What follows belongs to an exercise in optimizing a design on an open flow for small area, a short achievable clock period and few clock cycles per item; a production flow would make more cautious choices.
At most, simulation tests tie the RTL to the original design; equivalence was not proved.
No functional check of the RTL was part of run 4.
No activity file was given, so power comes from the tool's default toggle rates.

**run.sh**
```bash
#!/bin/bash
# synth_recipe.tcl (not shown) runs the flow's synth.tcl, then flattens the netlist and writes it again
# the make line also repeats each setting of config.mk as NAME=value (left out here)
make -C /OpenROAD-flow-scripts/flow DESIGN_CONFIG=/design/flow/config.mk WORK_HOME=/design/flow/orfs CLKGATE_MAP_FILE= SYNTH_SCRIPT=/design/flow/synth_recipe.tcl finish
```
**config.mk**
```make
export PLATFORM = sky130hd
export DESIGN_NAME = motor_ui_core
export DESIGN_NICKNAME = motor_ui_core
export VERILOG_FILES = /design/flow/design.v
export SDC_FILE = /design/flow/constraint.sdc
export NUM_CORES = 4
export LEC_CHECK = 0
export ABC_AREA = 1
export CAP_MARGIN = 20
export CORE_MARGIN = 2
export CORE_UTILIZATION = 40
export SETUP_SLACK_MARGIN = 5
export SLEW_MARGIN = 20
```
**design.v**
```verilog
module rhu_div (
    input  wire        clk,
    input  wire        start,
    input  wire [23:0] den,
    output reg         done,
    output wire        last,         
    output wire [16:0] rnd
);
    localparam [23:0] NUM  = 24'd12000000;
    localparam [31:0] NUMX = {8'd0, NUM};
    reg  [24:0] r;                   
    reg  [17:0] q;
    reg  [4:0]  cnt;                 
    reg         nb;                  
    wire        sub = !r[24];
    wire [25:0] t   = {r, nb};
    wire [25:0] dx  = sub ? ~{2'b00, den} : {2'b00, den};
    wire [25:0] nr  = t + dx + {25'd0, sub};
    assign rnd  = q[17:1] + {16'd0, q[0]};
    assign last = !done && (cnt == 5'd0);
    always @(posedge clk) begin
        if (start) begin
            r    <= {1'b0, NUM >> 18};
            cnt  <= 5'd17;
            nb   <= NUM[17];
            done <= 1'b0;
        end else if (!done) begin
            r    <= nr[24:0];
            q    <= {q[16:0], !nr[25]};
            cnt  <= cnt - 5'd1;
            nb   <= NUMX[cnt - 5'd1];
            if (last)
                done <= 1'b1;
        end
    end
endmodule
module motor_ui_core (
    input  wire        clk,
    input  wire        rst,             
    input  wire        op_valid,
    input  wire [15:0] op_word,
    output wire        op_ready,
    output reg         done,
    output reg  [15:0] result,
    output reg         refused,
    output wire [3:0]  col_drive,
    output reg  [13:0] duty_hb,
    output reg  [13:0] duty_boost,
    output reg  [13:0] duty_buck,
    output reg         pwm_out_en,
    output wire [31:0] rpm,
    output reg         running,
    output reg         vth,
    output reg  [16:0] sp_volt,
    output reg  [16:0] sp_speed,
    output reg  [16:0] sp_max,
    output reg  [1:0]  cur_row,
    output reg  [2:0]  cur_col,
    output reg  [19:0] dig_buf,         
    output reg         digit_entered
);
    localparam [16:0] BATT_CV   = 17'd900;
    localparam [16:0] CEIL_CV   = 17'd2400;
    localparam [13:0] DUTY_FULL = 14'd10000;
    localparam [23:0] EP_MAX    = 24'hFFFFFF;
    reg [15:0] hb;
    reg [47:0] hr;
    reg [3:0]  col_oh;                  
    reg [5:0]  qs0, qs1;                
    reg        qin, qout;
    reg        sp_state;                
    reg [23:0] ep;                      
    reg        ep_small;                
    reg [22:0] rpm_r;
    reg        vlow_r, vhigh_r, mzero_r;    
    assign col_drive = col_oh;
    assign rpm       = {9'd0, rpm_r};
    reg        a_v;                     
    reg [15:0] a_w;
    reg       ib_v;                     
    reg       ib_scan, ib_speed, ib_ctrl, ib_edge, ib_pop, ib_reset, ib_ref;
    reg       ib_kdig, ib_kup, ib_kdn, ib_klt, ib_krt, ib_kcom, ib_kstar;
    reg [3:0] ib_lo;                    
    reg       ib_above;                 
    reg       ib_sa;                    
    reg       ready_r;                  
    reg       go_r;                     
    reg       exec;                     
    reg       rst_q;                    
    assign op_ready = ready_r;
    wire accept = op_valid && ready_r && !rst;
    wire b_free = !ib_v || exec;
    wire move   = a_v && b_free;        
    wire [3:0] opc   = a_w[15:12];
    wire       z11_0 = (a_w[11:0] == 12'd0);
    wire [7:0] code  = a_w[7:0];
    wire       d_scan  = (opc == 4'h1) && (a_w[11:4] == 8'd0);
    wire       d_speed = (opc == 4'h2);
    wire       d_ctrl  = (opc == 4'h3) && z11_0;
    wire       d_edge  = (opc == 4'h4) && z11_0;
    wire       d_pop   = (opc == 4'h5) && z11_0;
    wire       d_key   = (opc == 4'h6) && (a_w[11:8] == 4'd0);
    wire       d_reset = (opc == 4'h7) && z11_0;
    wire       d_ref   = !(d_scan | d_speed | d_ctrl | d_edge | d_pop | d_key | d_reset);
    wire       d_kdig  = d_key && (code[7:4] == 4'h3) && (code[3:0] <= 4'd9);
    wire       d_kup   = d_key && (code == 8'h41);
    wire       d_kdn   = d_key && (code == 8'h42);
    wire       d_klt   = d_key && (code == 8'h43);
    wire       d_krt   = d_key && (code == 8'h44);
    wire       d_kcom  = d_key && (code == 8'h23);
    wire       d_kstar = d_key && (code == 8'h2A);
    wire       d_above = (a_w[11:0] >= 12'd1229);
    reg         rd_start;
    wire        rd_done, rd_last;
    wire [16:0] rd_rpm;
    rhu_div u_div (
        .clk   (clk),
        .start (rd_start),
        .den   (ep),
        .done  (rd_done),
        .last  (rd_last),
        .rnd   (rd_rpm)
    );
    localparam [64*23-1:0] RPM_TAB = {
        23'd95238, 23'd96774, 23'd98361, 23'd100000,
        23'd101695, 23'd103448, 23'd105263, 23'd107143,
        23'd109091, 23'd111111, 23'd113208, 23'd115385,
        23'd117647, 23'd120000, 23'd122449, 23'd125000,
        23'd127660, 23'd130435, 23'd133333, 23'd136364,
        23'd139535, 23'd142857, 23'd146341, 23'd150000,
        23'd153846, 23'd157895, 23'd162162, 23'd166667,
        23'd171429, 23'd176471, 23'd181818, 23'd187500,
        23'd193548, 23'd200000, 23'd206897, 23'd214286,
        23'd222222, 23'd230769, 23'd240000, 23'd250000,
        23'd260870, 23'd272727, 23'd285714, 23'd300000,
        23'd315789, 23'd333333, 23'd352941, 23'd375000,
        23'd400000, 23'd428571, 23'd461538, 23'd500000,
        23'd545455, 23'd600000, 23'd666667, 23'd750000,
        23'd857143, 23'd1000000, 23'd1200000, 23'd1500000,
        23'd2000000, 23'd3000000, 23'd6000000, 23'd0
    };
    reg        bb_ok, hb_ok;            
    reg [13:0] p_bb, p_hb;
    reg        bg_busy, bg_job;         
    reg [4:0]  bg_cnt;
    reg [17:0] bg_hi;                   
    reg [14:0] bg_lo;
    wire vmid_r  = !vlow_r && !vhigh_r;
    wire hb_zero = vhigh_r || mzero_r;
    wire [16:0] bg_b    = bg_job ? sp_max : (vlow_r ? BATT_CV : sp_volt);
    wire [26:0] bg_acc  = {bg_hi[16:0], bg_lo[14:5]};
    wire [26:0] bg_x5   = bg_acc + {bg_acc[24:0], 2'b00};
    wire        bg_sub  = !bg_hi[17];
    wire [18:0] bg_t    = {bg_hi, bg_lo[14]};
    wire [18:0] bg_nr   = bg_t + (bg_sub ? ~{2'b00, bg_b} : {2'b00, bg_b}) + {18'd0, bg_sub};
    wire [13:0] bg_res  = bg_lo[14:1] + {13'd0, bg_lo[0]};
    reg [16:0] cv;
    reg [2:0]  cv_i;
    reg        cv_ok;                   
    reg [3:0]  cv_d;
    always @* begin
        case (cv_i)
            3'd0:    cv_d = dig_buf[3:0];
            3'd1:    cv_d = dig_buf[7:4];
            3'd2:    cv_d = dig_buf[11:8];
            3'd3:    cv_d = dig_buf[15:12];
            default: cv_d = dig_buf[19:16];
        endcase
    end
    wire cv_last = !cv_ok && (cv_i == 3'd4);
    localparam [16*8-1:0] KEYMAP = {"D", "C", "B", "A", "#", "9", "6", "3", "0", "8", "5", "2", "*", "7", "4", "1"};
    wire [1:0] scol = {col_oh[3] | col_oh[2], col_oh[3] | col_oh[1]};
    reg  [3:0]  s_b;                    
    reg  [11:0] s_r;                    
    reg  [11:0] s_hr;                   
    reg  [3:0]  s_ev;                   
    integer     ri;
    always @* begin
        case (scol)
            2'd0:    begin s_b = hb[3:0];   s_r = hr[11:0];  end
            2'd1:    begin s_b = hb[7:4];   s_r = hr[23:12]; end
            2'd2:    begin s_b = hb[11:8];  s_r = hr[35:24]; end
            default: begin s_b = hb[15:12]; s_r = hr[47:36]; end
        endcase
        for (ri = 0; ri < 4; ri = ri + 1) begin
            s_ev[ri] = (ib_lo[ri] != s_b[ri]) && (s_r[3*ri +: 3] == 3'd7);
            s_hr[3*ri +: 3] = (ib_lo[ri] != s_b[ri]) ? 3'd1 :
                              ((s_r[3*ri +: 3] == 3'd7) ? 3'd7 : s_r[3*ri +: 3] + 3'd1);
        end
    end
    wire       e1_v = |s_ev;
    wire [1:0] e1   = s_ev[0] ? 2'd0 : s_ev[1] ? 2'd1 : s_ev[2] ? 2'd2 : 2'd3;
    wire [3:0] s_ev2 = s_ev & ~(4'b0001 << e1);
    wire       e2_v = |s_ev2;
    wire [1:0] e2   = s_ev2[1] ? 2'd1 : s_ev2[2] ? 2'd2 : 2'd3;
    wire       f_in  = qin ? !qs1[5] : !qs0[5];
    wire       f_oth = qin ? !qs0[5] : !qs1[5];
    wire       w1    = e1_v && f_in;
    wire       w2    = e2_v && f_in && f_oth;
    wire [5:0] d1    = {1'b1, ib_lo[e1], scol, e1};
    wire [5:0] d2    = {1'b1, ib_lo[e2], scol, e2};
    wire [5:0] pop_slot = qout ? qs1 : qs0;
    wire rising    = ib_sa && !sp_state;
    wire do_reset  = rst   || (exec && ib_reset);    
    wire do_reset_i = rst_q || (exec && ib_reset);   
    wire do_commit = exec && ib_kcom;
    wire do_digit  = exec && ib_kdig;
    wire do_toggle = exec && (ib_edge || ib_kstar);
    wire commit_v  = do_commit && (cur_row == 2'd0);
    wire commit_sm = do_commit && (cur_row != 2'd0);
    wire do_speed  = exec && ib_speed && !rising;   
    wire bg_last    = bg_busy && (bg_cnt == 5'd19);
    wire bg_pick    = !bg_busy && (!bb_ok || !hb_ok) && !do_commit;
    wire bg_pjob    = bb_ok;            
    wire bg_skip_bb = bg_pick && !bg_pjob && vhigh_r;
    wire bg_skip_hb = bg_pick &&  bg_pjob && (mzero_r || (sp_speed >= sp_max));
    wire bg_fin_bb  = (bg_last && !bg_job) || bg_skip_bb;
    wire bg_fin_hb  = (bg_last &&  bg_job) || bg_skip_hb;
    always @* rd_start = do_reset_i || do_speed || (exec && rising);
    reg a_v_n, ib_v_n, n_sa, n_ctrl, n_kcom;
    reg running_n, vhigh_n, mzero_n;
    reg sp_state_n, ep_small_n, rd_ok_n, bb_ok_n, hb_ok_n, cv_ok_n, go_n;
    always @* begin
        a_v_n  = accept || (a_v && !move);
        ib_v_n = move || (ib_v && !exec);
        n_sa   = move ? (d_speed && d_above) : ib_sa;
        n_ctrl = move ? d_ctrl : ib_ctrl;
        n_kcom = move ? d_kcom : ib_kcom;
        if (do_reset_i)
            sp_state_n = 1'b0;
        else if (exec && rising)
            sp_state_n = 1'b1;
        else if (exec && ib_speed && !ib_above)
            sp_state_n = 1'b0;
        else
            sp_state_n = sp_state;
        if (do_reset_i || (exec && rising))
            ep_small_n = 1'b1;
        else if (do_speed)
            ep_small_n = ep_small && (ep[5:0] != 6'd63);
        else
            ep_small_n = ep_small;
        rd_ok_n = ep_small_n || (!rd_start && (rd_done || rd_last));
        bb_ok_n = do_reset_i || (!commit_v  && (bb_ok || bg_fin_bb));
        hb_ok_n = do_reset_i || (!commit_sm && (hb_ok || bg_fin_hb));
        cv_ok_n = do_reset_i || do_commit || (!do_digit && (cv_ok || cv_last));
        if (do_reset)
            running_n = 1'b0;
        else if (do_toggle)
            running_n = !running && !vth;
        else
            running_n = running;
        vhigh_n = do_reset_i ? 1'b0 : (commit_v ? (cv >  CEIL_CV) : vhigh_r);
        mzero_n = do_reset_i ? 1'b1 : ((commit_sm && cur_row == 2'd2) ? (cv == 17'd0) : mzero_r);
        go_n    = !((n_sa && !sp_state_n && !rd_ok_n)
                  || (n_ctrl && running_n && ((!bb_ok_n && !vhigh_n)
                                             || (!hb_ok_n && !vhigh_n && !mzero_n)))
                  || (n_kcom && !cv_ok_n));
    end
    always @(posedge clk) begin
        rst_q <= rst;
        if (rst) begin
            a_v     <= 1'b0;
            ib_v    <= 1'b0;
            ready_r <= 1'b1;
            go_r    <= 1'b1;
            exec    <= 1'b0;
        end else begin
            a_v     <= a_v_n;
            ib_v    <= ib_v_n;
            ready_r <= !a_v_n || !ib_v_n || go_n;
            go_r    <= go_n;
            exec    <= ib_v_n && go_n;
        end
        if (accept)
            a_w <= op_word;
        if (move) begin
            ib_scan  <= d_scan;
            ib_speed <= d_speed;
            ib_ctrl  <= d_ctrl;
            ib_edge  <= d_edge;
            ib_pop   <= d_pop;
            ib_reset <= d_reset;
            ib_ref   <= d_ref;
            ib_kdig  <= d_kdig;
            ib_kup   <= d_kup;
            ib_kdn   <= d_kdn;
            ib_klt   <= d_klt;
            ib_krt   <= d_krt;
            ib_kcom  <= d_kcom;
            ib_kstar <= d_kstar;
            ib_lo    <= a_w[3:0];
            ib_above <= d_above;
            ib_sa    <= d_speed && d_above;
        end
        done <= !rst && exec;
        if (exec)
            refused <= ib_ref;
        if (exec && ib_pop)
            result <= pop_slot[5] ? {6'd0, 1'b1, pop_slot[4], KEYMAP[8*pop_slot[3:0] +: 8]} : 16'd0;
        if (exec) begin
            if (ib_scan) begin
                case (scol)
                    2'd0: begin hb[3:0]   <= ib_lo; hr[11:0]  <= s_hr; end
                    2'd1: begin hb[7:4]   <= ib_lo; hr[23:12] <= s_hr; end
                    2'd2: begin hb[11:8]  <= ib_lo; hr[35:24] <= s_hr; end
                    default: begin hb[15:12] <= ib_lo; hr[47:36] <= s_hr; end
                endcase
                if (w1) begin
                    if (qin) qs1 <= d1;
                    else     qs0 <= d1;
                end
                if (w2) begin
                    if (qin) qs0 <= d2;
                    else     qs1 <= d2;
                end
                qin    <= qin ^ (w1 && !w2);
                col_oh <= {col_oh[2:0], col_oh[3]};
            end
            if (ib_speed) begin
                if (rising) begin
                    rpm_r    <= ep_small ? RPM_TAB[23*ep[5:0] +: 23] : {6'd0, rd_rpm};
                    ep       <= 24'd1;
                    ep_small <= 1'b1;
                    sp_state <= 1'b1;
                end else begin
                    if (!ib_above)
                        sp_state <= 1'b0;
                    if (!(sp_state && ib_above) && (ep > 24'd1000))
                        rpm_r <= 23'd0;
                    if (ep != EP_MAX)
                        ep <= ep + 24'd1;
                    ep_small <= ep_small_n;
                end
            end
            if (ib_ctrl) begin
                vth <= vhigh_r;
                if (running) begin
                    duty_buck    <= vlow_r ? p_bb : (vmid_r ? DUTY_FULL : 14'd0);
                    duty_boost   <= vmid_r ? p_bb : 14'd0;
                    duty_hb      <= hb_zero ? 14'd0 : p_hb;
                    pwm_out_en   <= 1'b1;
                end else begin
                    duty_buck    <= 14'd0;
                    duty_boost   <= 14'd0;
                    duty_hb      <= 14'd0;
                    pwm_out_en   <= 1'b0;
                end
                if (digit_entered) begin
                    if (cur_col != 3'd4)
                        cur_col <= cur_col + 3'd1;
                    digit_entered <= 1'b0;
                end
            end
            if (ib_pop) begin
                if (pop_slot[5]) begin
                    if (qout) qs1 <= 6'd0;
                    else      qs0 <= 6'd0;
                    qout <= !qout;
                end
            end
            if (ib_kdig) begin
                case (cur_col)
                    3'd0: dig_buf[3:0]   <= ib_lo;
                    3'd1: dig_buf[7:4]   <= ib_lo;
                    3'd2: dig_buf[11:8]  <= ib_lo;
                    3'd3: dig_buf[15:12] <= ib_lo;
                    default: dig_buf[19:16] <= ib_lo;
                endcase
                digit_entered <= 1'b1;
            end
            if (ib_kup && cur_row != 2'd0)
                cur_row <= cur_row - 2'd1;
            if (ib_kdn && cur_row != 2'd2)
                cur_row <= cur_row + 2'd1;
            if (ib_klt && cur_col != 3'd0)
                cur_col <= cur_col - 3'd1;
            if (ib_krt && cur_col != 3'd4)
                cur_col <= cur_col + 3'd1;
            if (ib_kcom) begin
                case (cur_row)
                    2'd0: begin
                        sp_volt <= cv;
                        vlow_r  <= (cv <= BATT_CV);
                        vhigh_r <= (cv >  CEIL_CV);
                    end
                    2'd1: sp_speed <= cv;
                    default: begin
                        sp_max  <= cv;
                        mzero_r <= (cv == 17'd0);
                    end
                endcase
                dig_buf       <= 20'd0;
                cur_row       <= (cur_row == 2'd2) ? 2'd0 : cur_row + 2'd1;
                cur_col       <= 3'd0;
                digit_entered <= 1'b0;
            end
            if (ib_edge || ib_kstar) begin
                if (running)
                    running <= 1'b0;
                else if (!vth)
                    running <= 1'b1;
            end
        end
        if (do_reset_i) begin
            hb            <= 16'd0;
            hr            <= {16{3'd7}};
            qs0           <= 6'd0;
            qs1           <= 6'd0;
            qin           <= 1'b0;
            qout          <= 1'b0;
            sp_state      <= 1'b0;
            ep            <= 24'd1;
            ep_small      <= 1'b1;
            vlow_r        <= 1'b1;
            vhigh_r       <= 1'b0;
            mzero_r       <= 1'b1;
        end
        if (do_reset) begin
            col_oh        <= 4'b0001;
            rpm_r         <= 23'd0;
            cur_row       <= 2'd0;
            cur_col       <= 3'd0;
            dig_buf       <= 20'd0;
            digit_entered <= 1'b0;
            sp_volt       <= 17'd0;
            sp_speed      <= 17'd0;
            sp_max        <= 17'd0;
            running       <= 1'b0;
            vth           <= 1'b0;
            duty_hb       <= 14'd0;
            duty_boost    <= 14'd0;
            duty_buck     <= 14'd0;
            pwm_out_en    <= 1'b0;
            result        <= 16'd0;
            refused       <= 1'b0;
        end
        if (do_reset_i || do_commit) begin
            cv    <= 17'd0;
            cv_ok <= 1'b1;
        end else if (do_digit) begin
            cv    <= 17'd0;
            cv_i  <= 3'd0;
            cv_ok <= 1'b0;
        end else if (!cv_ok) begin
            cv    <= cv * 17'd10 + {13'd0, cv_d};
            cv_i  <= cv_i + 3'd1;
            if (cv_last)
                cv_ok <= 1'b1;
        end
        if (do_reset_i) begin
            bb_ok   <= 1'b1;
            hb_ok   <= 1'b1;
            p_bb    <= 14'd0;
            p_hb    <= DUTY_FULL;
            bg_busy <= 1'b0;
        end else begin
            if (bg_busy) begin
                bg_cnt <= bg_cnt + 5'd1;
                if (bg_cnt < 5'd4) begin
                    {bg_hi[16:0], bg_lo[14:5]} <= bg_x5;
                end else if (!bg_last) begin
                    bg_hi <= bg_nr[17:0];
                    bg_lo <= {bg_lo[13:0], !bg_nr[18]};
                end
                if (bg_last) begin
                    bg_busy <= 1'b0;
                    if (bg_job) begin p_hb <= bg_res; hb_ok <= 1'b1; end
                    else        begin p_bb <= bg_res; bb_ok <= 1'b1; end
                end
            end else if (bg_pick) begin
                bg_job <= bg_pjob;
                if (bg_skip_bb) begin
                    bb_ok <= 1'b1;
                end else if (bg_skip_hb) begin
                    hb_ok <= 1'b1;
                    p_hb  <= DUTY_FULL;
                end else begin
                    bg_busy <= 1'b1;
                    bg_cnt  <= 5'd0;
                    {bg_hi, bg_lo} <= {11'd0, (bg_pjob ? sp_speed :
                                               (vlow_r ? sp_volt : sp_volt - BATT_CV)), 5'd0};
                end
            end
            if (commit_v) begin
                bb_ok <= 1'b0;
                if (bg_busy && !bg_job) bg_busy <= 1'b0;
            end
            if (commit_sm) begin
                hb_ok <= 1'b0;
                if (bg_busy && bg_job) bg_busy <= 1'b0;
            end
        end
    end
endmodule
```
**constraint.sdc**
```tcl
create_clock -name core_clock -period 10.0 [get_ports {clk}]
set_input_delay 2.0000 -clock core_clock [delete_from_list [all_inputs] [get_ports {clk}]]
set_output_delay 2.0000 -clock core_clock [all_outputs]
set_load 0.01 [all_outputs]
```
==> flow_metrics.py, run 1 <==
metrics = {
    "pwr": {
        "p_leak_nw": 12.7,
        "powerDensity_nw_per_um2": 165,
        "ir_drop_mv": 0.140,
    },
    "global_route": {
        "antenna_found_initial": 0,
        "grt_usage_pct": 24.4,
        "grt_max_degree": 81,
        "grt_pass1_vias": 23400,
        "grt_pass1_wl_um": 133000,
        "grt-ovfl-total": 0,
    },
    "layout": {
        "nets": 3943,
        "drive_gt1_share_pct": 5.00,
        "final_util_pct": 46.9,
        "area_growth_pct": 16.1,
        "stdcell_count": 4667,
        "antenna_cells": 0,
    },
    "job": {
        "maxCapViolations": 0,
    },
    "timing": {
        "fin_crit_ns": 4.05,
        "setup_violations": 0,
        "fin_tns_setup_ns": 0,
        "max_freq_mhz": 247,
        "hold_ws_ns": 0.446,
        "rsz0062_at_grt": "no",
        "hold_viol_final": 0,
        "min_period_over_period_pct": 40.5,
        "drv_slew": 0,
        "clock_skew_ns": 0.0177,
        "worstMarginPinSlew_ns": 1.10,
        "slew_headroom_pct": 26.3,
    },
    "clock_tree": {
        "cts_buffer_depth": 3,
        "clkLatencyLatePin_ns": 0.61,
        "htree_num_levels": 2,
        "clkSinkCount": 449,
        "path_clk_slew_ns": 0.06,
        "root_buffer": "clkbuf_16",
        "holdBufCountCts": 0,
        "numCtsBuffers": 53,
        "cts_setup_buffers": 0,
        "tritoncts": "done",
        "post_cts_resized": 0,
    },
    "logic_synthesis": {
        "yosysTopAreaCellShare_pct": 26.8,
        "synthDistinctLibCells": 71,
        "synth_async_sr_flop_share_pct": 0,
        "ys.warnings.count": 2,
        "avgSynthCellArea_um2": 7.33,
        "ys_seq_area_share_pct": 37.2,
        "synth_ff_type": "dfxtp_1",
        "syn_area_um2": 26600,
        "synth_cells": 3634,
        "synth_top_area_cell": "dfxtp_1",
        "ys_ff_latch": 449,
        "synth_edf_count": 93,
        "ys_top_cells_by_area": "dfxtp_1 27%, edfxtp_1 10%, nand2_1 9.4%, a21oi_1 8.0%, ha_1 7.4%",
    },
    "worst_setup_path": {
        "cp_top_family": "flip-flops",
        "crit_fanout": 10,
        "crit_path_start_kind": "register",
        "worst_setup_path_end_kind": "primary output",
        "path_cells": "clkdlybuf4s50_1",
        "arrival_ns": 2.05,
        "critPathKind": "register to primary output",
        "crit_required_ns": 8.00,
        "slowest_stage": "dfxtp_1",
        "cp.buffers_inverters": 1,
        "max_stage_delay_ns": 0.77,
    },
    "detailed_routing": {
        "wl_per_cell_um": 18.3,
        "postRouteAntennaNets": 0,
        "drt_iter0_drc": 2082,
        "drcViolationCount": 0,
        "num_vias": 25200,
        "dr.pass1.iters": 5,
        "vias_per_cell": 5.39,
        "routed_wirelength_um": 85300,
    },
    "min_path": {
        "min_path_type": "register to register",
    },
    "floorplan": {
        "die_x_um": 262,
        "core_area_um2": 65900,
        "rows": 94,
        "num_io_pins": 196,
        "die_h_um": 262,
        "initial_utilization_pct": 40.4,
        "dieArea_um2": 68700,
    },
    "placement": {
        "place.gp.congestion": 0.984,
        "io_buffers": 179,
        "dp.cells": 4571,
        "dpl.hpwl_um": 62200,
    },
    "status": {
        "status": "no timing/DRC/antenna violations",
    },
}
==> final timing paths <==
check             slack (ns)  cells after the start           end  startpoint
setup / recovery        5.95                      1  col_drive[1]   col_oh[1]
hold / removal          0.45                      0    u_div.q[8]  u_div.q[7]
setup reg to reg        6.05                      9      rpm_r[6]       ep[0]
hold reg to reg         0.45                      0    u_div.q[8]  u_div.q[7]
==> Yosys cell counts, types with 4 or more instances <==
cell and instances:
a211oi_1 18, a21o_1 10, a21oi_1 428, a221oi_1 4, a22oi_1 39, a31oi_1 34
a41oi_1 7, and3_1 5, buf_1 18, buf_2 9, buf_4 16, buf_6 5
clkbuf_1 104, clkinv_1 9, dfxtp_1 356, edfxtp_1 93, fa_1 5, ha_1 157
inv_1 376, inv_2 4, nand2_1 669, nand2_2 11, nand2_4 7, nand3_1 186
nand3b_1 5, nand4_1 39, nor2_1 325, nor2_2 8, nor2_4 6, nor3_1 41
nor4_1 13, o211ai_1 32, o21a_1 7, o21ai_0 355, o21ai_1 9, o21bai_1 16
o221ai_1 10, o22ai_1 9, o31ai_1 13, or2_1 4, or2_2 15, xnor2_1 48
xor2_1 65
==> kinds of logic (layout without fill, tap and decap cells) <==
logic type / Yosys count / count (layout) / share of synthesized area, %
XOR/XNOR: 113 / 113 / 3.72
multiplexers: 1 / 1 / 0.0423
AO/OA/AOI/OAI: 1015 / 1015 / 21.2
AND/OR/NAND/NOR: 1349 / 1349 / 21.8
other: 1 / 16 / 0.0141
adder cells (fa/ha/maj): 163 / 163 / 7.79
flip-flops: 449 / 449 / 37.2
buffers and inverters: 543 / 697 / 8.12
==> power by group <==
part           switching (mW)  internal (mW)
sequential             0.0670           1.93
combinational           0.701          0.409
clock                   0.816           1.16
==> sequential cells by signal, summed over array words and instances (netlist names), 16 cells and up <==
register and cells:
dig_buf 20, a_w 16, u_div.r 25, sp_speed 17
cv 17, bg_hi 18, hr 48, u_div.q 18
rpm_r 23, sp_volt 17, ep 24, hb 16
sp_max 17
==> cell usage in the layout, fill, tap and decap left out, drive strengths merged, types with 8 or more instances in the layout <==
master         count
nand2            687
a21oi            430
inv              385
o21ai            366
dfxtp            356
nor2             341
nand3            190
clkdlybuf4s50    179
ha               157
edfxtp            93
clkbuf            66
xor2              65
xnor2             48
nor3              43
nand4             40
a22oi             39
a31oi             34
o211ai            33
buf               31
clkinv            23
or2               19
a211oi            18
o21bai            16
conb              16
o31ai             13
nor4              13
a21o              10
o221ai            10
o22ai              9
clkinvlp           8
==> final cells by class <==
class | count | area [um^2]
well taps | 864 | 1080
flip-flops and latches | 449 | 9920
clock buffers | 66 | 1460
repair buffers | 210 | 2020
multi-input cells | 2657 | 14600
inverters | 391 | 1490
clock inverters | 30 | 313
fillers | 6781 | 34900
==> per-stage QoR <==
step | total power, mW | setup WS (ns) | area, um^2
after floorplan | 2.88 | 6.60 | 26700
after global placement | 3.13 | 5.53 | 29100
after detailed placement | 3.14 | 5.50 | 29100
after CTS | 5.13 | 5.93 | 30900
after global routing | 5.37 | 5.54 | 30900
final | 5.09 | 5.95 | 30900
==> per-layer routing <==
layer  global-route usage [%]  routed length (um)  vias up
met1                     35.5               40700    11700
met3                     3.39                5630      130
li1                         -                   -    12600
met2                     37.3               36800      752
met4                     7.06                2120        0
met5                        0                   0        -
Testbench counts, summed over its fixed seeds: cycles 24,821, ops 24,000.
==> run 2: changes to the inputs <==
--- a/config.mk
+++ b/config.mk
@@ -7,3 +7,2 @@
 export LEC_CHECK = 0
-export ABC_AREA = 1
 export CAP_MARGIN = 20
==> flow_metrics.py, run 2 <==
metrics = {
    "status": {
        "status": "no timing/DRC/antenna violations",
    },
    "timing": {
        "rsz0062_at_grt": "no",
        "min_period_over_period_pct": 43.2,
        "slew_headroom_pct": 34.0,
        "fin_crit_ns": 4.32,
        "setup_violations": 0,
        "max_freq_mhz": 231,
        "worstMarginPinSlew_ns": 0.988,
        "clock_skew_ns": 0.0162,
        "fin_tns_setup_ns": 0,
        "drv_slew": 0,
        "hold_viol_final": 0,
        "fin_ws_ns": 5.68,
    },
    "floorplan": {
        "die_x_um": 261,
        "rows": 94,
        "num_io_pins": 196,
        "core_area_um2": 65500,
        "dieArea_um2": 67900,
        "die_h_um": 261,
        "initial_utilization_pct": 40.2,
    },
    "layout": {
        "largest-register": "hr",
        "fillers": 6438,
        "area_growth_pct": 15.4,
        "final_common_cell": "nand2_1",
        "final_util_pct": 46.4,
        "top_regs": "hr: 48 flops, u_div.r: 25 flops, ep: 24 flops",
        "nets": 3455,
        "final_cell_mix": "397 x nand2_1, 390 x nor2_1, 353 x dfxtp_1, 307 x a21oi_1, 179 x clkdlybuf4s50_1",
        "drive_gt1_share_pct": 4.83,
        "stdcell_count": 4178,
        "final_cell_area_um2": 30400,
        "largest_register_ffs": 48,
    },
    "logic_synthesis": {
        "synth_ff_type": "dfxtp_1",
        "synth_async_sr_flop_share_pct": 0,
        "ys_ff_latch": 449,
        "syn_area_um2": 26300,
        "avgSynthCellArea_um2": 8.25,
        "ys.warnings.count": 2,
        "yosysTopAreaCellShare_pct": 27.1,
        "synth_edf_count": 93,
        "synth_top_area_cell": "dfxtp_1",
        "synthTopCellsByCount": "398 x nand2_1, 391 x nor2_1, 356 x dfxtp_1",
        "synthDistinctLibCells": 91,
        "synth_cells": 3194,
        "ys_top_cells_by_area": "dfxtp_1 27%, edfxtp_1 11%, ha_1 7.5%, a21oi_1 5.9%, nand2_1 5.7%",
        "ys_seq_area_share_pct": 37.7,
        "synth_most_common_cell": "nand2_1",
    },
    "placement": {
        "dpl.hpwl_um": 54600,
        "place_ws_ns": 5.80,
        "dp.cells": 4086,
        "io_buffers": 179,
        "place.gp.congestion": 0.947,
        "placed_area_um2": 28700,
    },
    "job": {
        "maxCapViolations": 0,
    },
    "global_route": {
        "grt-ovfl-total": 0,
        "grt_pass1_vias": 21700,
        "grt_pass1_wl_um": 121000,
        "antenna_found_initial": 1,
        "grt_usage_pct": 22.1,
        "grt_max_degree": 78,
    },
    "clock_tree": {
        "tritoncts": "done",
        "holdBufCountCts": 0,
        "post_cts_resized": 0,
        "numCtsBuffers": 50,
        "cts_buffer_depth": 3,
        "path_clk_slew_ns": 0.06,
        "cts_setup_buffers": 0,
        "htree_num_levels": 2,
        "root_buffer": "clkbuf_16",
        "clkSinkCount": 449,
        "clkLatencyLatePin_ns": 0.59,
    },
    "pwr": {
        "switchingPower_mw": 1.38,
        "ir_drop_mv": 0.163,
        "p_clk_share_pct": 39.1,
        "power.internal_mw": 3.46,
        "p_leak_nw": 11.4,
        "p_comb_share_pct": 20.0,
        "powerDensity_nw_per_um2": 159,
        "netSwitchingFraction_pct": 28.4,
        "p_seq_share_pct": 40.9,
    },
    "worst_setup_path": {
        "critPathKind": "register to primary output",
        "max_stage_delay_ns": 0.69,
        "worst_setup_path_end_kind": "primary output",
        "crit_required_ns": 8.00,
        "slowest_stage": "dfxtp_1",
        "crit_path_start_kind": "register",
        "path_cells": "buf_4, clkdlybuf4s50_1",
        "crit_fanout": 18,
        "arrival_ns": 2.32,
    },
    "min_path": {
        "min_path_type": "register to register",
    },
    "detailed_routing": {
        "dr.pass1.iters": 6,
        "vias_per_cell": 5.55,
        "wl_per_cell_um": 18.3,
        "drt_iter0_drc": 1936,
        "postRouteAntennaNets": 0,
        "routed_wirelength_um": 76600,
        "drcViolationCount": 0,
        "num_vias": 23200,
    },
}
==> run 2: cell types whose count changed in the layout (fill, tap and decap cells not counted), sizes merged, moves of 28 or more <==
cell,previous run,this run
nand3,190,74
xnor2,48,124
o211ai,33,73
a211oi,18,58
nand2,687,398
o21ai,366,143
a22oi,39,70
and2,1,29
nor2,341,391
inv,385,93
nor2b,0,30
mux2i,0,48
nand2b,0,29
a21oi,430,312
==> run 2: area by class of cell <==
type                       count  area (um^2)  area share (%)
multi-input combinational   2469        15300            50.5
sequential                   449         9920            32.6
timing repair buffer         211         2030            6.68
clock buffer                  63         1370            4.51
tap                          864         1080            3.56
inverter                      93          349            1.15
clock inverter                28          303           0.996
antenna                        1         2.50         0.00823
==> run 2: path summary, 6_finish.rpt <==
path,cells after the start,start,end,slack (ns)
worst max-delay path,2,col_oh[1],col_drive[1],5.68
worst min-delay path,2,duty_buck[10],duty_buck[10],0.45
worst max register to register,14,vlow_r,bg_lo[0],5.73
worst min register to register,2,duty_buck[10],duty_buck[10],0.45
==> run 2: logic make-up after synthesis <==
family / synth area share, %
other: 0.0142
multiplexers: 2.45
XOR/XNOR: 6.25
flip-flops: 37.7
AND/OR/NAND/NOR: 19.6
buffers and inverters: 4.48
adder cells (fa/ha/maj): 7.92
AO/OA/AOI/OAI: 21.7
==> run 2: critical path: cells and delay by family, from the launching register on <==
| family | cells | cell delay (ns) |
|---|---|---|
| buffers and inverters | 2 | 1.04 |
| DFF | 1 | 0.69 |
==> run 2: power groups by stage <==
stage / Sequential (mW) / Clock, mW / Combinational [mW]
2_1_floorplan: 1.99 / 0 / 0.792
5_1_grt: 1.99 / 2.00 / 1.10
3_5_place_dp: 2.02 / 0 / 0.957
3_3_place_gp: 2.02 / 0 / 0.950
6_report: 1.98 / 1.89 / 0.967
4_1_cts: 1.98 / 1.93 / 0.966
==> run 2: metal layers <==
| metal | up-vias | global-route usage (%) | routed length, um |
|---|---|---|---|
| li1 | 11600 | - | - |
| met1 | 10800 | 30.2 | 35300 |
| met2 | 648 | 35.9 | 35100 |
| met3 | 137 | 2.81 | 3830 |
| met4 | 0 | 7.87 | 2380 |
| met5 | - | 0 | 0 |
==> run 2: metrics by stage <==
step	hold slack [ns]	total power, mW
finish	0.452	4.84
CTS	0.456	4.88
floorplan	0.406	2.79
detailed placement	0.448	2.97
global route	0.468	5.08
global placement	0.442	2.97
==> run 3: changes to the inputs <==
==> flow/run.sh (new file) <==
#!/bin/bash
set -euo pipefail
MARGIN=$(cat flow/margin.txt)
bash standard.sh SETUP_SLACK_MARGIN="$MARGIN" finish > layout_make.log 2>&1
==> flow/margin.txt (new file) <==
6.2
==> standard.sh (new file) <==
#!/bin/bash
# synth_recipe.tcl (not shown) runs the flow's synth.tcl, then flattens the netlist and writes it again
# the make line also repeats each setting of config.mk as NAME=value (left out here)
make -C /OpenROAD-flow-scripts/flow DESIGN_CONFIG=/design/flow/config.mk WORK_HOME=/design/flow/orfs CLKGATE_MAP_FILE= SYNTH_SCRIPT=/design/flow/synth_recipe.tcl "${@:-finish}"
--- a/config.mk
+++ b/config.mk
@@ -10,3 +10,2 @@
 export CORE_UTILIZATION = 40
-export SETUP_SLACK_MARGIN = 5
 export SLEW_MARGIN = 20
removed: run.sh
==> flow_metrics.py, run 3 <==
metrics = {
    "worst_setup_path": {
        "cp-startpoint": "sp_volt[6]",
        "cp_top_family": "buffers and inverters",
        "crit_required_ns": 8.00,
        "crit_path_start_kind": "register",
        "cp.buffers_inverters": 1,
        "r2r_start": "vlow_r",
        "critPathKind": "register to primary output",
        "crit_fanout": 5,
        "rrSetupSlack_ns": 6.45,
        "path_cells": "clkdlybuf4s50_1",
        "endpoint": "sp_volt[6]",
        "path_depth": 1,
        "crit-reg2reg-capture": "bg_lo[0]",
        "slowest_stage": "clkdlybuf4s50_1",
        "r2r_cells": 14,
        "max_stage_delay_ns": 0.61,
        "arrival_ns": 1.74,
        "worst_setup_path_end_kind": "primary output",
    },
    "global_route": {
        "grt_max_degree": 78,
        "grt_pass1_vias": 21800,
        "grt_usage_pct": 22.1,
        "met3_usage_pct": 2.80,
        "antenna_found_initial": 1,
        "grt-ovfl-total": 0,
        "grtUsageMet2_pct": 36.0,
        "grt_most_used_layer": "met2",
        "grt_pass1_wl_um": 121000,
        "globalRouteMet1Util_pct": 30.1,
    },
    "timing": {
        "fin_ws_ns": 6.26,
        "min_period_over_period_pct": 37.4,
        "drv_slew": 0,
        "max_freq_mhz": 268,
        "clock_skew_ns": 0.0157,
        "setup_violations": 0,
        "fin_crit_ns": 3.74,
        "hold_ws_ns": 0.452,
        "slew_headroom_pct": 33.5,
        "fin_tns_setup_ns": 0,
        "worstMarginPinSlew_ns": 0.997,
        "hold_viol_final": 0,
        "rsz0062_at_grt": "no",
    },
    "floorplan": {
        "rows": 94,
        "die_x_um": 261,
        "initial_utilization_pct": 40.2,
        "die_h_um": 261,
        "num_io_pins": 196,
        "core_area_um2": 65500,
        "dieArea_um2": 67900,
    },
    "clock_tree": {
        "htree_num_levels": 2,
        "root_buffer": "clkbuf_16",
        "numCtsBuffers": 50,
        "clkSinkCount": 449,
        "holdBufCountCts": 0,
        "cts_buffer_depth": 3,
        "clkLatencyLatePin_ns": 0.59,
        "path_clk_slew_ns": 0.06,
        "tritoncts": "done",
    },
    "placement": {
        "place.gp.congestion": 0.947,
        "place_ws_ns": 5.80,
        "placed_area_um2": 28700,
        "dpl.hpwl_um": 54600,
        "io_buffers": 179,
    },
    "layout": {
        "fillers": 6440,
        "largest-register": "hr",
        "final_cell_mix": "397 x nand2_1, 390 x nor2_1, 345 x dfxtp_1, 306 x a21oi_1, 175 x clkdlybuf4s50_1",
        "nets": 3464,
        "final_common_cell": "nand2_1",
        "largest_register_ffs": 48,
        "area_growth_pct": 16.1,
        "regArea_um2": 9940,
        "antenna_cells": 0,
        "multi_input_area_um2": 15400,
        "drive_gt1_share_pct": 5.63,
        "top_regs": "hr: 48 flops, u_div.r: 25 flops, ep: 24 flops",
        "final_cell_area_um2": 30600,
    },
    "min_path": {
        "min_path_type": "register to register",
    },
    "detailed_routing": {
        "wl_per_cell_um": 18.3,
        "dr.pass1.iters": 6,
        "postRouteAntennaNets": 0,
        "routed_wirelength_um": 76800,
        "drt_iter0_drc": 1990,
        "num_vias": 23200,
        "vias_per_cell": 5.55,
        "drcViolationCount": 0,
    },
    "pwr": {
        "ir_drop_mv": 0.163,
        "p_total_mw": 4.84,
        "p_leak_nw": 11.5,
        "powerDensity_nw_per_um2": 158,
    },
    "status": {
        "status": "no timing/DRC/antenna violations",
    },
    "logic_synthesis": {
        "ys_ff_latch": 449,
        "avgSynthCellArea_um2": 8.25,
        "synth_top_family_by_area": "compound AO/OA/AOI/OAI gates",
        "synth_top_area_cell": "dfxtp_1",
        "ys_seq_area_share_pct": 37.7,
        "synthTopCellsByCount": "398 x nand2_1, 391 x nor2_1, 356 x dfxtp_1",
        "ys_top_cells_by_area": "dfxtp_1 27%, edfxtp_1 11%, ha_1 7.5%, a21oi_1 5.9%, nand2_1 5.7%",
        "synth_edf_count": 93,
        "synth-adder-area-share_pct": 7.92,
        "ys.warnings.count": 2,
        "yosysTopAreaCellShare_pct": 27.1,
        "synth_xor_area_share_pct": 6.25,
        "synth-simple-area-share_pct": 19.6,
        "synth_async_sr_flop_share_pct": 0,
        "synthMuxAreaShare_pct": 2.45,
        "synth_compound_area_share_pct": 21.7,
        "synthDistinctLibCells": 91,
        "syn_area_um2": 26300,
        "synth_cells": 3194,
        "synth_ff_type": "dfxtp_1",
        "synth_most_common_cell": "nand2_1",
    },
    "job": {
        "maxCapViolations": 0,
    },
}
run 3: cell counts after synthesis:
No cell type changed its count.
run 3: area by class of cell:
| cell class | instances | share of cell area (%) |
|---|---|---|
| clock buffers | 63 | 4.49 |
| clock inverters | 28 | 0.991 |
| inverters | 93 | 1.17 |
| multi-input cells | 2469 | 50.3 |
| flip-flops and latches | 449 | 32.5 |
| well taps | 864 | 3.54 |
| repair buffers | 220 | 6.99 |
run 3: worst min path at each step:
stage                             start            end  slack [ns]  cells after the start
after floorplan                   bb_ok         bg_job        0.41                      0
after global placement        result[0]      result[0]        0.44                      2
after detailed placement       rpm_r[8]       rpm_r[8]        0.45                      2
after CTS                 duty_buck[10]  duty_buck[10]        0.46                      2
after global routing       duty_buck[4]   duty_buck[4]        0.47                      2
final                     duty_buck[10]  duty_buck[10]        0.45                      2
run 3: cells by family (layout without fill, tap and decap cells):
kind of cell | Yosys count | in the layout
AOI/OAI and AO/OA | 892 | 892
muxes | 60 | 60
and+or+nand+nor | 1149 | 1149
xor gates and xnor gates | 188 | 188
adders and majority gates | 164 | 164
DFF | 449 | 449
other | 1 | 16
buffers and inverters | 291 | 404
run 3: worst reg2reg max path: stages, from the launching register on:
cell	delay (ns)
dfxtp_4	0.52
clkinvlp_4	0.19
ha_1	0.20
mux2i_1	0.19
xnor2_1	0.16
ha_1	0.30
nor2b_1	0.17
o31ai_1	0.38
a21oi_1	0.16
a41oi_1	0.30
a41o_1	0.26
o21ai_1	0.12
a21o_1	0.19
a21oi_1	0.13
nor2b_1	0.06
run 3: layer usage:
metal / part of all wire (%) / vias to the layer above
li1: - / 11600
met1: 46 / 10900
met2: 46 / 640
met3: 4.8 / 156
met4: 3.4 / 0
met5: 0 / -
run 3: what timing repair did:
| item | 4_1_cts | 5_1_grt |
|---|---|---|
| resized for setup | 18 | 15 |
| buffers inserted | 0 | 9 |
| setup endpoints to repair | 16 | 53 |
| hold endpoints to repair | 0 | 0 |
run 3: metrics by stage:
stage	cells	util, %
global route	4186	46.7
CTS	4177	46.4
floorplan	3209	-
global placement	4086	43.8
detailed placement	4086	43.8
finish	4186	46.7
run 3: power breakdown:
part / switching, mW / internal [mW] / total (mW)
Clock: 0.767 / 1.12 / 1.89
Combinational: 0.555 / 0.418 / 0.973
Sequential: 0.0574 / 1.92 / 1.98
==> run 4: changes to the inputs <==
--- a/design.v
+++ b/design.v
@@ -178,8 +178,4 @@
     always @* begin
-        case (scol)
-            2'd0:    begin s_b = hb[3:0];   s_r = hr[11:0];  end
-            2'd1:    begin s_b = hb[7:4];   s_r = hr[23:12]; end
-            2'd2:    begin s_b = hb[11:8];  s_r = hr[35:24]; end
-            default: begin s_b = hb[15:12]; s_r = hr[47:36]; end
-        endcase
+        s_b = hb[3:0];
+        s_r = hr[11:0];
         for (ri = 0; ri < 4; ri = ri + 1) begin
@@ -302,8 +298,4 @@
             if (ib_scan) begin
-                case (scol)
-                    2'd0: begin hb[3:0]   <= ib_lo; hr[11:0]  <= s_hr; end
-                    2'd1: begin hb[7:4]   <= ib_lo; hr[23:12] <= s_hr; end
-                    2'd2: begin hb[11:8]  <= ib_lo; hr[35:24] <= s_hr; end
-                    default: begin hb[15:12] <= ib_lo; hr[47:36] <= s_hr; end
-                endcase
+                hb <= {ib_lo, hb[15:4]};
+                hr <= {s_hr, hr[47:12]};
                 if (w1) begin
==> run.sh (new file) <==
#!/bin/bash
# synth_recipe.tcl (not shown) runs the flow's synth.tcl, then flattens the netlist and writes it again
# the make line also repeats each setting of config.mk as NAME=value (left out here)
make -C /OpenROAD-flow-scripts/flow DESIGN_CONFIG=/design/flow/config.mk WORK_HOME=/design/flow/orfs CLKGATE_MAP_FILE= SYNTH_SCRIPT=/design/flow/synth_recipe.tcl finish
--- a/config.mk
+++ b/config.mk
@@ -7,2 +7,3 @@
 export LEC_CHECK = 0
+export ABC_AREA = 1
 export CAP_MARGIN = 20
@@ -10,2 +11,3 @@
 export CORE_UTILIZATION = 40
+export SETUP_SLACK_MARGIN = 5
 export SLEW_MARGIN = 20
removed: flow/run.sh
removed: flow/margin.txt
removed: standard.sh
==> flow_metrics.py, run 4 <==
metrics = {
    "clock_tree": {
        "tritoncts": "done",
        "cts_buffer_depth": 3,
        "cts_setup_buffers": 0,
        "clkLatencyLatePin_ns": 0.63,
        "numCtsBuffers": 53,
        "root_buffer": "clkbuf_16",
        "clkSinkCount": 449,
        "post_cts_resized": 0,
        "holdBufCountCts": 0,
        "path_clk_slew_ns": 0.06,
        "htree_num_levels": 2,
    },
    "layout": {
        "stdcell_count": 4760,
        "multi_input_area_um2": 14700,
        "final_common_cell": "nand2_1",
        "drive_gt1_share_pct": 5.21,
        "regArea_um2": 9920,
        "top_regs": "hr: 48 flops, u_div.r: 25 flops, ep: 24 flops",
        "fillers": 6704,
        "largest_register_ffs": 48,
        "largest-register": "hr",
        "nets": 4030,
        "area_growth_pct": 15.8,
        "final_cell_mix": "780 x nand2_1, 391 x a21oi_1, 389 x inv_1, 354 x dfxtp_1, 337 x nor2_1",
    },
    "logic_synthesis": {
        "ys_top_cells_by_area": "dfxtp_1 27%, nand2_1 11%, edfxtp_1 10%, a21oi_1 7.3%, ha_1 7.3%",
        "synth_edf_count": 93,
        "synth_ff_type": "dfxtp_1",
        "synthDistinctLibCells": 70,
        "ys_seq_area_share_pct": 37.0,
        "synth_most_common_cell": "nand2_1",
        "synth_cells": 3735,
        "yosysTopAreaCellShare_pct": 26.6,
        "avgSynthCellArea_um2": 7.18,
        "synth_async_sr_flop_share_pct": 0,
        "syn_area_um2": 26800,
        "ys_ff_latch": 449,
        "synth_top_area_cell": "dfxtp_1",
        "synthTopCellsByCount": "781 x nand2_1, 391 x a21oi_1, 390 x inv_1",
        "ys.warnings.count": 2,
    },
    "pwr": {
        "powerDensity_nw_per_um2": 163,
        "p_leak_nw": 13.0,
        "ir_drop_mv": 0.210,
    },
    "detailed_routing": {
        "wl_per_cell_um": 18.1,
        "postRouteAntennaNets": 0,
        "vias_per_cell": 5.34,
        "num_vias": 25400,
        "drcViolationCount": 0,
        "dr.pass1.iters": 5,
        "routed_wirelength_um": 86100,
        "drt_iter0_drc": 2252,
    },
    "timing": {
        "hold_ws_ns": 0.455,
        "slew_headroom_pct": 26.1,
        "worstMarginPinSlew_ns": 1.10,
        "fin_ws_ns": 6.12,
        "min_period_over_period_pct": 38.8,
        "clock_skew_ns": 0.0302,
        "hold_viol_final": 0,
        "rsz0062_at_grt": "no",
        "fin_crit_ns": 3.88,
        "setup_violations": 0,
        "max_freq_mhz": 258,
        "fin_tns_setup_ns": 0,
        "drv_slew": 0,
    },
    "placement": {
        "dpl.hpwl_um": 63300,
        "place.gp.congestion": 0.962,
        "dp.cells": 4659,
        "place_ws_ns": 5.86,
        "io_buffers": 179,
    },
    "global_route": {
        "grt_pass1_vias": 23500,
        "grt-ovfl-total": 0,
        "grt_usage_pct": 24.2,
        "grt_pass1_wl_um": 134000,
        "antenna_found_initial": 1,
        "grt_max_degree": 77,
    },
    "worst_setup_path": {
        "crit_fanout": 6,
        "crit_path_start_kind": "register",
        "arrival_ns": 1.88,
        "slowest_stage": "clkdlybuf4s50_1",
        "cp_top_family": "buffers and inverters",
        "path_depth": 1,
        "cp.buffers_inverters": 1,
        "critPathKind": "register to primary output",
        "crit_required_ns": 8.00,
        "worst_setup_path_end_kind": "primary output",
        "max_stage_delay_ns": 0.65,
        "path_cells": "clkdlybuf4s50_1",
        "r2r_cells": 14,
    },
    "floorplan": {
        "die_h_um": 263,
        "die_x_um": 263,
        "dieArea_um2": 69100,
        "num_io_pins": 196,
        "core_area_um2": 66100,
        "rows": 94,
        "initial_utilization_pct": 40.6,
    },
    "job": {
        "maxCapViolations": 0,
    },
    "min_path": {
        "min_path_type": "register to register",
        "whs_path_depth": 0,
    },
    "status": {
        "status": "no timing/DRC/antenna violations",
    },
}
[run 4: cells by family after synthesis]
| logic type | count (synthesis) | share of synthesized area (%) |
|---|---|---|
| compound gates | 908 | 18.7 |
| xor+xnor | 109 | 3.59 |
| fa+ha+maj | 161 | 7.65 |
| buf+inv | 568 | 8.44 |
| flops | 449 | 37.0 |
| other cells | 1 | 0.0140 |
| simple gates | 1539 | 24.6 |
[run 4: path summary, 6_finish.rpt]
path | startpoint | endpoint | slack, ns
hold / removal | u_div.q[1] | u_div.q[2] | 0.46
setup reg to reg | vlow_r | bg_hi[14] | 6.47
hold reg to reg | u_div.q[1] | u_div.q[2] | 0.46
setup / recovery | sp_volt[4] | sp_volt[4] | 6.12
[run 4: final cells by class]
class | instances | share of cell area, %
Timing Repair Buffer | 203 | 6.35
Tap cell | 864 | 3.48
Clock buffer | 66 | 4.72
Clock inverter | 34 | 1.11
Sequential cell | 449 | 32.0
Antenna cell | 1 | 0.00806
Multi-Input combinational cell | 2733 | 47.4
Inverter | 410 | 4.97
[run 4: metrics by stage]
stage          total power, mW  util (%)  area [um^2]
2_1_floorplan             2.83         -        26900
3_3_place_gp              3.07      44.2        29200
3_5_place_dp              3.07      44.2        29200
5_1_grt                   5.34      47.0        31000
6_report                  5.06      47.0        31000
4_1_cts                   5.09      47.0        31000
[run 4: where the power goes]
group	internal (mW)	switching, mW
clock network	1.17	0.841
registers	1.93	0.0733
logic	0.385	0.661
[run 4: metal layers]
layer	GRT usage (%)	vias up	routed length (um)	part of all wire, %
met2	36.4	764	36200	42
li1	-	12800	-	-
met1	34.9	11700	41100	48
met5	0	-	0	0
met4	8.88	0	2980	3.5
met3	3.86	134	5820	6.8
==> run 5: changes to the inputs <==
--- a/design.v
+++ b/design.v
@@ -1,36 +1,8 @@
-module rhu_div (
-    input  wire        clk,
-    input  wire        start,
-    input  wire [23:0] den,
-    output reg         done,
-    output wire        last,         
-    output wire [16:0] rnd
+module rhu_div #(
+    parameter W = 18                 
+) (
+    input  wire [W-1:0] q,
+    output wire [W-2:0] rnd
 );
-    localparam [23:0] NUM  = 24'd12000000;
-    localparam [31:0] NUMX = {8'd0, NUM};
-    reg  [24:0] r;                   
-    reg  [17:0] q;
-    reg  [4:0]  cnt;                 
-    reg         nb;                  
-    wire        sub = !r[24];
-    wire [25:0] t   = {r, nb};
-    wire [25:0] dx  = sub ? ~{2'b00, den} : {2'b00, den};
-    wire [25:0] nr  = t + dx + {25'd0, sub};
-    assign rnd  = q[17:1] + {16'd0, q[0]};
-    assign last = !done && (cnt == 5'd0);
-    always @(posedge clk) begin
-        if (start) begin
-            r    <= {1'b0, NUM >> 18};
-            cnt  <= 5'd17;
-            nb   <= NUM[17];
-            done <= 1'b0;
-        end else if (!done) begin
-            r    <= nr[24:0];
-            q    <= {q[16:0], !nr[25]};
-            cnt  <= cnt - 5'd1;
-            nb   <= NUMX[cnt - 5'd1];
-            if (last)
-                done <= 1'b1;
-        end
-    end
+    assign rnd = q[W-1:1] + {{(W-2){1'b0}}, q[0]};
 endmodule
@@ -112,13 +84,12 @@
     wire       d_above = (a_w[11:0] >= 12'd1229);
+    localparam [1:0] DU_IDLE = 2'd0, DU_RPM = 2'd1, DU_BG = 2'd2;
+    reg  [1:0]  du_st;
+    reg  [25:0] du_r;                   
+    reg  [17:0] du_q;                   
+    reg  [4:0]  du_cnt;
+    reg         du_nb;                  
+    reg         rd_done;                
     reg         rd_start;
-    wire        rd_done, rd_last;
     wire [16:0] rd_rpm;
-    rhu_div u_div (
-        .clk   (clk),
-        .start (rd_start),
-        .den   (ep),
-        .done  (rd_done),
-        .last  (rd_last),
-        .rnd   (rd_rpm)
-    );
+    rhu_div #(.W(18)) u_rnd_rpm (.q(du_q), .rnd(rd_rpm));
     localparam [64*23-1:0] RPM_TAB = {
@@ -143,6 +114,5 @@
     reg [13:0] p_bb, p_hb;
-    reg        bg_busy, bg_job;         
-    reg [4:0]  bg_cnt;
-    reg [17:0] bg_hi;                   
-    reg [14:0] bg_lo;
+    reg        bg_job;                  
+    wire [13:0] bg_res;
+    rhu_div #(.W(15)) u_rnd_duty (.q(du_q[14:0]), .rnd(bg_res));
     wire vmid_r  = !vlow_r && !vhigh_r;
@@ -150,8 +120,13 @@
     wire [16:0] bg_b    = bg_job ? sp_max : (vlow_r ? BATT_CV : sp_volt);
-    wire [26:0] bg_acc  = {bg_hi[16:0], bg_lo[14:5]};
-    wire [26:0] bg_x5   = bg_acc + {bg_acc[24:0], 2'b00};
-    wire        bg_sub  = !bg_hi[17];
-    wire [18:0] bg_t    = {bg_hi, bg_lo[14]};
-    wire [18:0] bg_nr   = bg_t + (bg_sub ? ~{2'b00, bg_b} : {2'b00, bg_b}) + {18'd0, bg_sub};
-    wire [13:0] bg_res  = bg_lo[14:1] + {13'd0, bg_lo[0]};
+    localparam [23:0] RPM_NUM  = 24'd12000000;
+    localparam [31:0] RPM_NUMX = {8'd0, RPM_NUM};
+    wire        du_bg   = (du_st == DU_BG);
+    wire        du_mul  = du_bg && (du_cnt < 5'd4);
+    wire        du_sub  = !du_r[25];
+    wire [23:0] du_den  = du_bg ? {7'd0, bg_b} : ep;
+    wire        du_in   = du_bg ? du_q[17] : du_nb;
+    wire [26:0] du_p    = du_mul ? {1'b0, du_r} : {du_r, du_in};
+    wire [26:0] du_y    = du_mul ? {1'b0, du_r[23:0], 2'b00}
+                                 : (du_sub ? ~{3'd0, du_den} : {3'd0, du_den});
+    wire [26:0] du_s    = du_p + du_y + {26'd0, du_sub && !du_mul};
     reg [16:0] cv;
@@ -207,4 +182,4 @@
     wire do_speed  = exec && ib_speed && !rising;   
-    wire bg_last    = bg_busy && (bg_cnt == 5'd19);
-    wire bg_pick    = !bg_busy && (!bb_ok || !hb_ok) && !do_commit;
+    wire bg_last    = du_bg && (du_cnt == 5'd19);
+    wire bg_pick    = !du_bg && (!bb_ok || !hb_ok) && !do_commit;
     wire bg_pjob    = bb_ok;            
@@ -212,4 +187,7 @@
     wire bg_skip_hb = bg_pick &&  bg_pjob && (mzero_r || (sp_speed >= sp_max));
+    wire bg_start   = bg_pick && !bg_skip_bb && !bg_skip_hb;
+    wire bg_abort   = du_bg && ((commit_v && !bg_job) || (commit_sm && bg_job));
     wire bg_fin_bb  = (bg_last && !bg_job) || bg_skip_bb;
     wire bg_fin_hb  = (bg_last &&  bg_job) || bg_skip_hb;
+    wire rd_last    = (du_st == DU_RPM) && (du_cnt == 5'd0);
     always @* rd_start = do_reset_i || do_speed || (exec && rising);
@@ -238,3 +216,3 @@
             ep_small_n = ep_small;
-        rd_ok_n = ep_small_n || (!rd_start && (rd_done || rd_last));
+        rd_ok_n = ep_small_n || (!rd_start && !bg_start && !do_reset_i && (rd_done || rd_last));
         bb_ok_n = do_reset_i || (!commit_v  && (bb_ok || bg_fin_bb));
@@ -447,14 +425,26 @@
             p_hb    <= DUTY_FULL;
-            bg_busy <= 1'b0;
+            du_st   <= DU_IDLE;
+            rd_done <= 1'b0;
         end else begin
-            if (bg_busy) begin
-                bg_cnt <= bg_cnt + 5'd1;
-                if (bg_cnt < 5'd4) begin
-                    {bg_hi[16:0], bg_lo[14:5]} <= bg_x5;
+            if (bg_start || (bg_pick && !bg_start))
+                bg_job <= bg_pjob;
+            if (bg_skip_bb)
+                bb_ok <= 1'b1;
+            if (bg_skip_hb) begin
+                hb_ok <= 1'b1;
+                p_hb  <= DUTY_FULL;
+            end
+            if (du_bg) begin
+                du_cnt <= du_cnt + 5'd1;
+                if (du_cnt == 5'd3) begin
+                    du_r <= {10'd0, du_s[25:10]};
+                    du_q <= {du_s[9:0], 8'd0};
+                end else if (du_mul) begin
+                    du_r <= du_s[25:0];
                 end else if (!bg_last) begin
-                    bg_hi <= bg_nr[17:0];
-                    bg_lo <= {bg_lo[13:0], !bg_nr[18]};
+                    du_r <= du_s[25:0];
+                    du_q <= {du_q[16:0], !du_s[26]};
                 end
                 if (bg_last) begin
-                    bg_busy <= 1'b0;
+                    du_st <= DU_IDLE;
                     if (bg_job) begin p_hb <= bg_res; hb_ok <= 1'b1; end
@@ -462,24 +452,31 @@
                 end
-            end else if (bg_pick) begin
-                bg_job <= bg_pjob;
-                if (bg_skip_bb) begin
-                    bb_ok <= 1'b1;
-                end else if (bg_skip_hb) begin
-                    hb_ok <= 1'b1;
-                    p_hb  <= DUTY_FULL;
-                end else begin
-                    bg_busy <= 1'b1;
-                    bg_cnt  <= 5'd0;
-                    {bg_hi, bg_lo} <= {11'd0, (bg_pjob ? sp_speed :
-                                               (vlow_r ? sp_volt : sp_volt - BATT_CV)), 5'd0};
+                if (bg_abort)
+                    du_st <= DU_IDLE;
+            end else if (bg_start) begin
+                du_st   <= DU_BG;
+                du_cnt  <= 5'd0;
+                du_r    <= {9'd0, (bg_pjob ? sp_speed : (vlow_r ? sp_volt : sp_volt - BATT_CV))};
+                rd_done <= 1'b0;
+            end else if (rd_start || (du_st == DU_IDLE && !ep_small && !rd_done)) begin
+                du_st   <= DU_RPM;
+                du_r    <= {2'd0, RPM_NUM >> 18};
+                du_cnt  <= 5'd17;
+                du_nb   <= RPM_NUM[17];
+                rd_done <= 1'b0;
+            end else if (du_st == DU_RPM) begin
+                du_r    <= du_s[25:0];
+                du_q    <= {du_q[16:0], !du_s[26]};
+                du_cnt  <= du_cnt - 5'd1;
+                du_nb   <= RPM_NUMX[du_cnt - 5'd1];
+                if (rd_last) begin
+                    du_st   <= DU_IDLE;
+                    rd_done <= 1'b1;
                 end
             end
-            if (commit_v) begin
+            if (rd_start)
+                rd_done <= 1'b0;
+            if (commit_v)
                 bb_ok <= 1'b0;
-                if (bg_busy && !bg_job) bg_busy <= 1'b0;
-            end
-            if (commit_sm) begin
+            if (commit_sm)
                 hb_ok <= 1'b0;
-                if (bg_busy && bg_job) bg_busy <= 1'b0;
-            end
         end
==> flow/run.sh (new file) <==
#!/bin/bash
set -euo pipefail
MARGIN=$(cat flow/margin.txt)
bash standard.sh SETUP_SLACK_MARGIN="$MARGIN" finish > layout_make.log 2>&1
==> flow/margin.txt (new file) <==
6.8
==> standard.sh (new file) <==
#!/bin/bash
# synth_recipe.tcl (not shown) runs the flow's synth.tcl, then flattens the netlist and writes it again
# the make line also repeats each setting of config.mk as NAME=value (left out here)
make -C /OpenROAD-flow-scripts/flow DESIGN_CONFIG=/design/flow/config.mk WORK_HOME=/design/flow/orfs CLKGATE_MAP_FILE= SYNTH_SCRIPT=/design/flow/synth_recipe.tcl "${@:-finish}"
--- a/config.mk
+++ b/config.mk
@@ -7,3 +7,2 @@
 export LEC_CHECK = 0
-export ABC_AREA = 1
 export CAP_MARGIN = 20
@@ -11,3 +10,2 @@
 export CORE_UTILIZATION = 40
-export SETUP_SLACK_MARGIN = 5
 export SLEW_MARGIN = 20
removed: run.sh
==> flow_metrics.py, run 5 <==
metrics = {
    "status": {
        "status": "no timing/DRC/antenna violations",
    },
    "placement": {
        "io_buffers": 179,
        "place.gp.congestion": 0.966,
        "dp.cells": 3770,
        "dpl.hpwl_um": 60400,
    },
    "logic_synthesis": {
        "synthDistinctLibCells": 100,
        "ys_top_cells_by_area": "dfxtp_1 27%, edfxtp_1 11%, nand2_1 7.6%, a21oi_1 6.1%, ha_1 6.1%",
        "synth_top_area_cell": "dfxtp_1",
        "synthTopCellsByCount": "483 x nand2_1, 326 x dfxtp_1, 323 x nor2_1",
        "ys.warnings.count": 1,
        "synth_most_common_cell": "nand2_1",
        "synth_edf_count": 87,
        "ys_ff_latch": 413,
        "yosysTopAreaCellShare_pct": 27.2,
        "synth_async_sr_flop_share_pct": 0,
        "ys_seq_area_share_pct": 38.1,
        "syn_area_um2": 24000,
        "avgSynthCellArea_um2": 8.06,
        "synth_cells": 2972,
        "synth_ff_type": "dfxtp_1",
    },
    "layout": {
        "stdcell_count": 4047,
        "top_regs": "hr: 48 flops, du_r: 26 flops, ep: 24 flops",
        "largest-register": "hr",
        "final_util_pct": 51.9,
        "final_common_cell": "nand2_1",
        "largest_register_ffs": 48,
        "drive_gt1_share_pct": 25.6,
        "nets": 3373,
        "area_growth_pct": 28.0,
        "final_cell_mix": "473 x nand2_1, 311 x nor2_1, 251 x a21oi_1, 199 x dfxtp_1, 179 x buf_4",
    },
    "clock_tree": {
        "clkSinkCount": 413,
        "root_buffer": "clkbuf_16",
        "cts_buffer_depth": 3,
        "htree_num_levels": 2,
        "numCtsBuffers": 47,
        "path_clk_slew_ns": 0.07,
        "clkLatencyLatePin_ns": 0.61,
        "tritoncts": "done",
    },
    "pwr": {
        "p_leak_nw": 11.9,
        "powerDensity_nw_per_um2": 155,
        "ir_drop_mv": 0.149,
    },
    "worst_setup_path": {
        "slowest_stage": "edfxtp_1",
        "crit_required_ns": 10.43,
        "cp.buffers_inverters": 5,
        "crit-reg2reg-capture": "du_r[8]",
        "critPathKind": "register to register",
        "path_depth": 20,
        "path_cells": "buf_6, clkinvlp_4, and3_4, a21oi_2, xnor2_1, nand2_1, o211ai_1, o21ai_1, ha_1, nand2_4, o31a_1, a211oi_4, buf_4, buf_6, o21ai_4, o21ai_4, a21boi_2, xor2_1, buf_4, a221oi_2",
        "cp_top_family": "compound AO/OA/AOI/OAI gates",
        "max_stage_delay_ns": 0.53,
        "crit_fanout": 5,
        "arrival_ns": 4.51,
        "r2r_start": "bg_job",
        "rrSetupSlack_ns": 5.92,
        "r2r_cells": 20,
        "crit_path_start_kind": "register",
        "worst_setup_path_end_kind": "register",
    },
    "timing": {
        "clock_skew_ns": 0.0167,
        "worstMarginPinSlew_ns": 1.22,
        "hold_viol_final": 0,
        "slew_headroom_pct": 18.3,
        "drv_slew": 0,
        "max_freq_mhz": 245,
        "setup_violations": 0,
        "min_period_over_period_pct": 40.8,
        "fin_crit_ns": 4.08,
        "fin_tns_setup_ns": 0,
        "rsz0062_at_grt": "yes",
    },
    "detailed_routing": {
        "postRouteAntennaNets": 0,
        "drcViolationCount": 0,
        "num_vias": 24000,
        "routed_wirelength_um": 90300,
        "dr.pass1.iters": 9,
        "wl_per_cell_um": 22.3,
        "vias_per_cell": 5.93,
        "drt_iter0_drc": 2696,
    },
    "global_route": {
        "antenna_found_initial": 5,
        "grt_max_degree": 95,
        "grt_pass1_vias": 22400,
        "grt-ovfl-total": 0,
        "grt_usage_pct": 27.6,
        "grt_pass1_wl_um": 134000,
    },
    "min_path": {
        "hold_start": "rpm_r[11]",
        "whs_path_depth": 2,
        "min_path_type": "register to register",
        "hold_end": "rpm_r[11]",
    },
    "floorplan": {
        "dieArea_um2": 61900,
        "initial_utilization_pct": 40.5,
        "rows": 89,
        "core_area_um2": 59100,
        "die_x_um": 249,
        "die_h_um": 249,
        "num_io_pins": 196,
    },
    "job": {
        "maxCapViolations": 0,
    },
}
run 5: how the worst max path moves through the flow:
stage / slack [ns] / start / end
final: 5.92 / bg_job / du_r[8]
after global routing: 5.86 / bg_job / du_r[8]
after CTS: 6.07 / bg_job / du_q[0]
after detailed placement: 5.19 / du_st[0] / du_q[0]
after global placement: 5.26 / du_st[0] / du_q[0]
after floorplan: 6.05 / du_cnt[3] / du_q[0]
run 5: through the flow:
stage / hold slack (ns) / setup slack [ns] / area (um^2) / power, mW
after floorplan: 0.403 / 6.05 / 24200 / 2.39
after global placement: 0.437 / 5.26 / 26300 / 2.60
after detailed placement: 0.440 / 5.19 / 26300 / 2.61
after CTS: 0.450 / 6.07 / 29700 / 4.52
after global routing: 0.468 / 5.86 / 30700 / 4.90
final: 0.446 / 5.92 / 30700 / 4.74
run 5: layout make-up:
| cell class | count | area [um^2] |
|---|---|---|
| Tap cell | 773 | 967 |
| Clock buffer | 69 | 1390 |
| Fill cell | 5512 | 28500 |
| Multi-Input combinational cell | 2313 | 15100 |
| Timing Repair Buffer | 386 | 3250 |
| Inverter | 69 | 282 |
| Antenna cell | 3 | 7.51 |
| Timing Repair inverter | 3 | 20.0 |
| Clock inverter | 18 | 204 |
| Sequential cell | 413 | 9440 |
run 5: power breakdown:
part	internal (mW)	switching, mW	total [mW]	leakage (nW)
Combinational	0.496	0.680	1.18	7.53
Sequential	1.74	0.0414	1.78	3.54
Clock	1.05	0.738	1.78	0.789
Total	3.28	1.46	4.74	11.9
run 5: logic make-up after synthesis:
kind of cell | count (synthesis) | share of synthesized area (%)
AOI/OAI and AO/OA | 784 | 20.6
adders and majority gates | 122 | 6.48
muxes | 70 | 3.21
buffers and inverters | 265 | 4.51
xor gates and xnor gates | 136 | 5.00
other | 1 | 0.0156
DFF | 413 | 38.1
and+or+nand+nor | 1181 | 22.1
run 5: what timing repair did:
| action | 4_1_cts | 5_1_grt |
|---|---|---|
| setup buffers | 122 | 54 |
| hold buffers | 0 | 0 |
| pin swaps | 50 | 69 |
| gates cloned | 9 | 1 |
| resized for setup | 898 | 186 |
| setup endpoints to repair | 353 | 229 |
run 5: tightest hold or removal path, stage by stage, from the launching register on:
cell and delay (ns):
dfxtp_1 0.31, nand2_1 0.05, a21oi_1 0.05
run 5: routing by layer:
metal  GRT usage (%)  up-vias  wire (um)
met2            43.4     1189      40400
li1                -    11100          -
met1            35.1    11400      35700
met5               0        -         36
met3            6.45      309       8710
met4            14.6        6       5500
Testbench counts of run 5, summed over its fixed seeds: cycles 24,865, ops 24,000.

==> static timing again, ports no longer ideal <==
The flow's constraints put no driver on any port. The routed layouts listed below were extracted and timed again, unchanged, in two steps. Step 1: set_driving_cell puts a clkbuf_16 on clk and a buf_2 on each other input, an assumption about the parent block. Step 2 also shifts input and output timing later by t, the mid clock arrival at the registers, as if the neighbouring blocks saw the same clock. Slacks: ideal ports / drivers / drivers and shift; pairs: ideal ports / drivers.
run | shift t [ns] | setup slack, ns
run 1 | 0.669 | 5.951 / 5.888 / 5.524
run 2 | 0.653 | 5.675 / 5.609 / 5.732
run 3 | 0.647 | 6.263 / 6.202 / 5.777
run 4 | 0.677 | 6.117 / 6.057 / 5.804
run 5 | 0.664 | 5.925 / 5.925 / 5.925
After both steps every run listed still meets setup and hold.
